Background: an optimization exercise with open tools, aiming at small area, a short achievable clock period and few clock cycles. Do not read the settings as production practice.
Function was checked by simulation only, so behaviour that the tests miss may differ from the original.
Power figures rest on the tool's default switching activity, not on a simulated workload.

## lane 1
==> flow/design.v (excerpt) <==
module ups_deframer (
    input  wire       clk,
    input  wire       rst,
    input  wire       in_valid,
    input  wire [7:0] in_byte,
    output wire       in_ready,
    output wire       out_valid,
    input  wire       out_ready,
    output wire [7:0] out_data,
    output wire       out_len,
    output wire [1:0] dfr_state,
    output wire [7:0] emits,
    output wire [7:0] pos_push,
    output wire [7:0] pos_look,
    output wire [7:0] pos_start
);
    localparam [7:0] MAGIC = 8'h55;
    localparam [1:0] ST_SEARCH = 2'd0;
    localparam [1:0] ST_HDR    = 2'd1;
    localparam [1:0] ST_BODY   = 2'd2;
    localparam [2:0] W_SCAN1 = 3'd1;   
    localparam [2:0] W_ADDR  = 3'd2;   
    localparam [2:0] W_SIZE  = 3'd3;   
    localparam [2:0] W_SUM   = 3'd4;   
    reg [7:0]  ring [0:63];
    reg [63:0] cand;
    reg [6:0] push;
    reg [6:0] look;
    reg [6:0] start;
    reg [1:0] state;
    reg [7:0] emit_cnt;
    reg [7:0] prev;      
    reg [6:0] size;      
    reg [7:0] cs;        
    reg       eng;       
    reg [2:0] wst;
    reg [5:0] k;         
    reg       first;     
    reg       em;        
    reg       o_len;
    reg [7:0] o_data;
    reg [5:0] e_left;    
    reg [5:0] raddr;     
    reg [6:0] e;         
    function [7:0] chk_step;
        input [7:0] c;
        input [7:0] b;
        begin
            chk_step = (c ^ b) + 8'd1;
        end
    endfunction
    function [7:0] hcs_of;
        input [7:0] s;
        begin
  ...
Size in the first run: ~3,600 cells after synthesis, ~670 flip-flops, roughly 57 I/O pins.
export LEC_CHECK = 0
export ABC_AREA = 1
export CAP_MARGIN = 20
export CORE_MARGIN = 2
export CORE_UTILIZATION = 40
export PLACE_DENSITY = 0.6
export SETUP_SLACK_MARGIN = 5
export SLEW_MARGIN = 20
create_clock -name core_clock -period 10.0 [get_ports {clk}]
standard.sh (not shown) runs the stock make flow with config.mk's settings and CLKGATE_MAP_FILE= SYNTH_SCRIPT=/design/flow/synth_recipe.tcl, a recipe that flattens the netlist after the stock synthesis.
==> flow/flow/run.sh <==
#!/bin/bash
set -euo pipefail
MARGIN=${MARGIN:-6}
bash standard.sh SETUP_SLACK_MARGIN=$MARGIN finish > standard_flow.log 2>&1
Testbench counts of lane 1, summed over its fixed seeds: cycles 46,795.
What lane 2 does differently from lane 1 at the input level:
--- a/flow/flow/run.sh
+++ b/flow/flow/run.sh
@@ -3 +3 @@
-MARGIN=${MARGIN:-6}
+MARGIN=${MARGIN:-7}
Findings:
- Summary: total power, lane 2 worse than lane 1
- Buffering overhead in lane 2 is 7.1 points above lane 1.
- Of lane 2 and lane 1, the run reporting the lower met2 layer wire length in the routed design was lane 1.
- Detailed route, lane 2 vs lane 1: via total higher for lane 2
- Compared with lane 1, lane 2 has extra setup slack.
- Going from lane 1 to lane 2, clock-buffer cell count now smaller; net switching power now larger.
- When the final numbers for lane 2 and lane 1 were put side by side, the total half-perimeter wirelength after legalization and detailed placement turned out to be smaller in lane 1.
- The higher routed wire length of lane 2 and lane 1 is in lane 2.
- Endpoint arrival time on the critical path was higher in the run labelled lane 2.
- Taking lane 1 over lane 2, the design area ratio works out to 0.856.
Modified inputs, lane 3 compared to lane 2
--- a/flow/flow/run.sh
+++ b/flow/flow/run.sh
@@ -3 +3 @@
-MARGIN=${MARGIN:-7}
+MARGIN=${MARGIN:-6.5}
## What came out
- From lane 2 to lane 3 the numbers moved as follows: count of nets after finishing dropped about 4.4%, count of inverters other than clock inverters in the layout shows no meaningful change, wire length of the first global-routing pass down 6.8%, power attributed to sequential cells now sits at about the same level.
- Across both runs, total clock network power was lower for lane 3 than for lane 2.
- Lane 2 has higher count of non-CTS buffers in the layout than lane 3.
- Compared with lane 2, lane 3 is more frugal on power.


Starting RTL as in the previous note.
Settings: LEC_CHECK=0, ABC_AREA=1, CAP_MARGIN=20, CORE_MARGIN=2, CORE_UTILIZATION=40, PLACE_DENSITY=0.6, SETUP_SLACK_MARGIN=5, SLEW_MARGIN=20; clock period 10.0 ns.
==> flow/flow/run.sh <==
#!/bin/bash
set -euo pipefail
MARGIN=${MARGIN:-6.3}
bash standard.sh SETUP_SLACK_MARGIN=$MARGIN finish > standard_flow.log 2>&1
The first run passed the timing, design-rule and antenna checks.
Testbench counts at the start, summed over its fixed seeds: cycles 46,795.
==> next run, changes <==
==> flow/run.sh (new file) <==
#!/bin/bash
# synth_recipe.tcl (not shown) runs the flow's synth.tcl, then flattens the netlist and writes it again
# the make line also repeats each setting of config.mk as NAME=value (left out here)
make -C /OpenROAD-flow-scripts/flow DESIGN_CONFIG=/design/flow/config.mk WORK_HOME=/design/flow/orfs CLKGATE_MAP_FILE= SYNTH_SCRIPT=/design/flow/synth_recipe.tcl finish
removed: flow/flow/run.sh
removed: flow/standard.sh
Via count shrinks by 2.3%.
Synthesized area stays the same.
Critical path depth goes down by 10.
Cell count is lower by 1.8%.
==> next run, changes <==
==> flow/flow/run.sh (new file) <==
#!/bin/bash
set -euo pipefail
MARGIN=${MARGIN:-6}
bash standard.sh SETUP_SLACK_MARGIN=$MARGIN finish > standard_flow.log 2>&1
==> flow/standard.sh (new file) <==
#!/bin/bash
# synth_recipe.tcl (not shown) runs the flow's synth.tcl, then flattens the netlist and writes it again
# the make line also repeats each setting of config.mk as NAME=value (left out here)
make -C /OpenROAD-flow-scripts/flow DESIGN_CONFIG=/design/flow/config.mk WORK_HOME=/design/flow/orfs CLKGATE_MAP_FILE= SYNTH_SCRIPT=/design/flow/synth_recipe.tcl "${@:-finish}"
- TNS_END_PERCENT: unset -> 0
removed: flow/run.sh
Effect: The changed run completed with no timing, DRC or antenna violations; routed wire length grows slightly; flip-flop and latch count is unchanged; final area came out higher slightly; register-to-register slack improves by 0.70 ns; utilization is higher by 0.87 points.
==> next run, changes <==
--- a/flow/flow/run.sh
+++ b/flow/flow/run.sh
@@ -3 +3 @@
-MARGIN=${MARGIN:-6}
+MARGIN=${MARGIN:-6.75}
- TNS_END_PERCENT: 0 -> unset
Result: Count of clock-buffer cells in the layout rises by 4; synthesized cell count does not change; via count grows by 6.6%; clock skew came out higher by 0.013 ns.

## afterwards: timing with drivers on the ports
The results above use ideal ports. As a check the final layouts listed here were re-extracted and re-timed, cells and wires unchanged.
Step 1: set_driving_cell puts a clkbuf_16 on clk and a buf_2 on each other input, an assumption about the parent block.
Step 2 times the ports against the registers' clock, not the clock port: input delays grow and output delays shrink by t, the midpoint of the rising clock arrivals with the driver on.
a / b / c = no drivers / after step 1 / after step 2; a / b = the first two.
run | t (ns) | setup slack, ns | hold slack, ns
lane 1 | 0.676 | 5.967 / 5.905 / 5.404 | 0.502 / 0.502 / 0.502
lane 2 | 0.705 | 6.438 / 6.381 / 5.896 | 0.532 / 0.532 / 0.532
lane 3 | 0.678 | 6.476 / 6.459 / 5.821 | 0.487 / 0.487 / 0.487
the first run of note 2 | 0.680 | 6.315 / 6.295 / 5.685 | 0.505 / 0.505 / 0.505
the second run of note 2 | 0.680 | 5.280 / 5.302 / 4.646 | 0.501 / 0.501 / 0.501
the third run of note 2 | 0.680 | 5.960 / 5.898 / 5.406 | 0.502 / 0.502 / 0.502
the fourth run of note 2 | 0.686 | 6.484 / 6.421 / 5.809 | 0.471 / 0.471 / 0.471
After both steps setup and hold are still met in every run listed. For the fourth run of note 2, which loses most, drivers alone change the setup slack by -0.063 ns; drivers and shift together by -0.675 ns.
